From an optimization exercise on the open Yosys and OpenROAD flow, aimed at small area, a short achievable clock period and few clock cycles; shortcuts taken in it are not production practice.
The RTL was checked by simulation tests, not by an equivalence proof against the original design.
Power is estimated from default activity; no workload was simulated.

==> flow/design.v <==
module rob_unit #(
    parameter MAX_CAP = 16
) (
    input  wire         clk,
    input  wire         rst,           
    input  wire [31:0]  cfg_rob_cap,   
    input  wire         cmd_valid,
    output wire         cmd_ready,
    input  wire [189:0] cmd,
    output reg          rsp_valid,
    output reg          rsp_ok,
    output reg  [185:0] rsp_val
);
    localparam PW = 4;
    localparam N  = 16;
    localparam DW = 154;    
    localparam [3:0] OP_CHECK_SPACE = 4'h4;
    localparam [3:0] OP_INSERT      = 4'h5;
    localparam [3:0] OP_MARK_EXEC   = 4'h6;
    localparam [3:0] OP_MARK_READY  = 4'h7;
    localparam [3:0] OP_CHECK_READY = 4'h8;
    localparam [3:0] OP_CHECK_HEAD  = 4'h9;
    localparam [3:0] OP_WAKEUP      = 4'hA;
    localparam [3:0] OP_REMOVE_HEAD = 4'hB;
    localparam [3:0] OP_RD_STAT     = 4'hC;
    localparam S1_RDY = 72;
    localparam S1_TAG = 73;    
    localparam S2_RDY = 113;
    localparam S2_TAG = 114;   
    localparam [N-1:0] OH0 = {{(N-1){1'b0}}, 1'b1};
    assign cmd_ready = 1'b1;
    reg [PW:0]    rob_cap;
    reg [N-1:0]   last_oh;      
    reg [PW-1:0]  rob_head;
    reg [PW-1:0]  rob_tail;
    reg [N-1:0]   head_oh;
    reg [N-1:0]   tail_oh;
    reg           wrapped;
    reg [N-1:0]   ent_valid;
    reg [N-1:0]   ent_ready;
    reg [DW-1:0]  ent_inst [0:N-1];
    reg [N-1:0]   head_adv;     
    reg [N-1:0]   tail_adv;     
    reg           tail_free;    
    reg           head_ready;   
    reg           head_wr;      
    reg [N-1:0]   wsel;         
    reg [N-1:0]   hsel;         
    wire [3:0]    op    = cmd[3:0];
    wire [185:0]  inst  = cmd[189:4];
    wire [31:0]   tag_t = cmd[35:4];
    wire [31:0]   tag_i = cmd[189:158];
    wire [PW-1:0] idx_i = tag_i[PW-1:0];
    wire [PW-1:0] idx_t = tag_t[PW-1:0];
    wire [7:0]    csr   = cmd[11:4];
    wire tag_i_ok = (tag_i[31:PW] == 0) && ({1'b0, idx_i} < rob_cap);
    wire tag_t_ok = (tag_t[31:PW] == 0) && ({1'b0, idx_t} < rob_cap);
    wire is_insert = cmd_valid & (op == OP_INSERT);
    wire is_mready = cmd_valid & (op == OP_MARK_READY);
    wire is_wakeup = cmd_valid & (op == OP_WAKEUP);
    wire is_remove = cmd_valid & (op == OP_REMOVE_HEAD);
    wire [N-1:0] idx_i_oh = OH0 << idx_i;
    wire [N-1:0] idx_t_oh = OH0 << idx_t;
    wire mark_hit = tag_i_ok & |(ent_valid & idx_i_oh);
    wire cready_v = tag_t_ok & |(ent_valid & ent_ready & idx_t_oh);
    wire do_insert = is_insert & tail_free;
    wire do_remove = is_remove & head_ready;
    wire [N-1:0] wr_en = is_insert ? wsel : {N{1'b0}};
    wire [N-1:0] rm_en = do_remove ? head_oh : {N{1'b0}};
    wire [N-1:0] mr_en = (is_mready & tag_i_ok) ? idx_i_oh : {N{1'b0}};
    wire cap1      = last_oh[0];
    wire tail_wrap = tail_adv[0];
    wire head_wrap = head_adv[0];
    function [N-1:0] adv;
        input [N-1:0] p;
        input [N-1:0] last;
        begin
            adv = {p[N-2:0] & ~last[N-2:0], |(p & last)};
        end
    endfunction
    wire [N-1:0] tail_oh_n  = do_insert ? tail_adv : tail_oh;
    wire [N-1:0] head_oh_n  = do_remove ? head_adv : head_oh;
    wire [N-1:0] tail_adv_n = do_insert ? adv(tail_adv, last_oh) : tail_adv;
    wire [N-1:0] head_adv_n = do_remove ? adv(head_adv, last_oh) : head_adv;
    wire [N-1:0] valid_n    = (ent_valid & ~rm_en) | wr_en;
    wire [N-1:0] ready_n    = (ent_ready & ~wr_en) | mr_en;
    wire         wrapped_n  = wrapped | (do_insert & tail_wrap);
    wire tf_ins = ~cap1 & ~|(ent_valid & tail_adv);
    wire tf_rm  = tail_free | |(head_oh & tail_oh);
    wire hr_rm  = ~cap1 & |(ent_valid & ent_ready & head_adv);
    wire hw_rm  = wrapped | (head_adv != tail_oh);
    wire head_valid = |(ent_valid & head_oh);
    wire mr_head    = is_mready & tag_i_ok & (idx_i == rob_head);
    wire tail_free_n  = do_insert ? tf_ins : do_remove ? tf_rm : tail_free;
    wire head_ready_n = do_remove ? hr_rm : (head_ready | (mr_head & head_valid));
    wire head_wr_n    = do_insert | (do_remove ? hw_rm : head_wr);
    wire [N-1:0] rd_sel = is_remove ? hsel : {N{1'b0}};
    reg [DW-1:0] rd_data;
    integer k;
    always @(*) begin
        rd_data = {DW{1'b0}};
        for (k = 0; k < N; k = k + 1)
            rd_data = rd_data | (ent_inst[k] & {DW{rd_sel[k]}});
    end
    wire [N-1:0] wk1, wk2;
    genvar g;
    generate
        for (g = 0; g < N; g = g + 1) begin : g_ent
            assign wk1[g] = is_wakeup & ent_valid[g] & (ent_inst[g][S1_TAG +: 32] == tag_t);
            assign wk2[g] = is_wakeup & ent_valid[g] & (ent_inst[g][S2_TAG +: 32] == tag_t);
            always @(posedge clk) begin
                if (wr_en[g]) begin
                    ent_inst[g] <= inst[DW-1:0];
                end else begin
                    if (wk1[g]) ent_inst[g][S1_RDY] <= 1'b1;
                    if (wk2[g]) ent_inst[g][S2_RDY] <= 1'b1;
                end
            end
        end
    endgenerate
    always @(posedge clk) begin
        if (rst) begin
            rob_cap    <= cfg_rob_cap[PW:0];
            last_oh    <= OH0 << (cfg_rob_cap[PW-1:0] - 1'b1);
            rob_head   <= {PW{1'b0}};
            rob_tail   <= {PW{1'b0}};
            head_oh    <= OH0;
            tail_oh    <= OH0;
            wrapped    <= 1'b0;
            ent_valid  <= {N{1'b0}};
            ent_ready  <= {N{1'b0}};
            head_adv   <= (cfg_rob_cap[PW:0] == 1) ? OH0 : (OH0 << 1);
            tail_adv   <= (cfg_rob_cap[PW:0] == 1) ? OH0 : (OH0 << 1);
            tail_free  <= 1'b1;
            head_ready <= 1'b0;
            head_wr    <= 1'b0;
            wsel       <= OH0;
            hsel       <= {N{1'b0}};
            rsp_valid  <= 1'b0;
        end else begin
            rsp_valid  <= cmd_valid;
            ent_valid  <= valid_n;
            ent_ready  <= ready_n;
            head_oh    <= head_oh_n;
            tail_oh    <= tail_oh_n;
            wrapped    <= wrapped_n;
            head_adv   <= head_adv_n;
            tail_adv   <= tail_adv_n;
            tail_free  <= tail_free_n;
            head_ready <= head_ready_n;
            head_wr    <= head_wr_n;
            wsel       <= tail_free_n ? tail_oh_n : {N{1'b0}};
            hsel       <= head_wr_n ? head_oh_n : {N{1'b0}};
            if (do_insert) rob_tail <= tail_wrap ? {PW{1'b0}} : rob_tail + 1'b1;
            if (do_remove) rob_head <= head_wrap ? {PW{1'b0}} : rob_head + 1'b1;
        end
    end
    reg        ok_n;
    reg [31:0] lo_n;
    always @(*) begin
        ok_n = 1'b1;
        lo_n = 32'd0;
        case (op)
            OP_CHECK_SPACE: lo_n[0] = tail_free;
            OP_INSERT: begin
                if (tail_free) lo_n[PW-1:0] = rob_tail;
                else begin ok_n = 1'b0; lo_n = 32'hFFFF_FFFF; end
            end
            OP_MARK_EXEC, OP_MARK_READY: ok_n = mark_hit;
            OP_CHECK_READY: lo_n[0] = cready_v;
            OP_CHECK_HEAD:  lo_n[0] = head_ready;
            OP_WAKEUP: ;
            OP_REMOVE_HEAD: ;
            OP_RD_STAT: begin
                case (csr)
                    8'h04:   lo_n[PW:0]   = rob_cap;
                    8'h25:   lo_n[PW-1:0] = rob_head;
                    8'h26:   lo_n[PW-1:0] = rob_tail;
                    default: ok_n = 1'b0;
                endcase
            end
            default: ok_n = 1'b0;
        endcase
    end
    always @(posedge clk) begin
        rsp_ok            <= ok_n;
        rsp_val[31:0]     <= lo_n | rd_data[31:0];
        rsp_val[153:32]   <= rd_data[153:32];
        rsp_val[185:154]  <= {{(32-PW){1'b0}}, (is_remove & head_wr) ? rob_head : {PW{1'b0}}};
    end
endmodule
make LEC_CHECK=0 CAP_MARGIN=20 CORE_MARGIN=2 CORE_UTILIZATION=50 CTS_CLUSTER_DIAMETER=80 CTS_CLUSTER_SIZE=22 PLACE_DENSITY=0.62 SETUP_SLACK_MARGIN=2.6 SLEW_MARGIN=20 finish   # period 5.0 ns
run.sh (not shown) runs the stock make flow with config.mk's settings and CLKGATE_MAP_FILE= SYNTH_SCRIPT=/design/flow/synth_recipe.tcl, a recipe that flattens the netlist after the stock synthesis.
The first run completed without violations.
Testbench counts at the start, summed over its fixed seeds: cycles 24,008.
Edit:
Settings changed: CORE_UTILIZATION 50 to 60, PLACE_DENSITY 0.62 to 0.7.
Result: The new run went through all stages and came out clean; via count drops slightly; power goes down slightly; global-route usage goes up by 5.5 points; worst setup slack improved by 0.082 ns.

==> static timing again, ports no longer ideal <==
The results above use ideal ports. As a check the final layouts listed here were re-extracted and re-timed, cells and wires unchanged. Step 1 sets driving cells, clkbuf_16 on the clock port and buf_2 on the other inputs (assumed; they add their load-dependent delay and slew). Step 2, shift: input delay + t, output delay - t, t = (earliest + latest rising clock arrival at the registers) / 2. This alone moves slack from input paths to output paths. Slacks: no drivers / after step 1 / after step 2; pairs: no drivers / after step 1.
run | t, ns | setup WS [ns] | worst data-port slew with drivers (ns)
the first run | 0.958 | 2.344 / 2.380 / 1.422 | 0.26
the second run | 0.939 | 2.426 / 2.438 / 1.500 | 0.22
After both steps setup and hold are still met in every run listed. For the second run, which loses most, drivers alone change the setup slack by +0.012 ns; drivers and shift together by -0.926 ns.
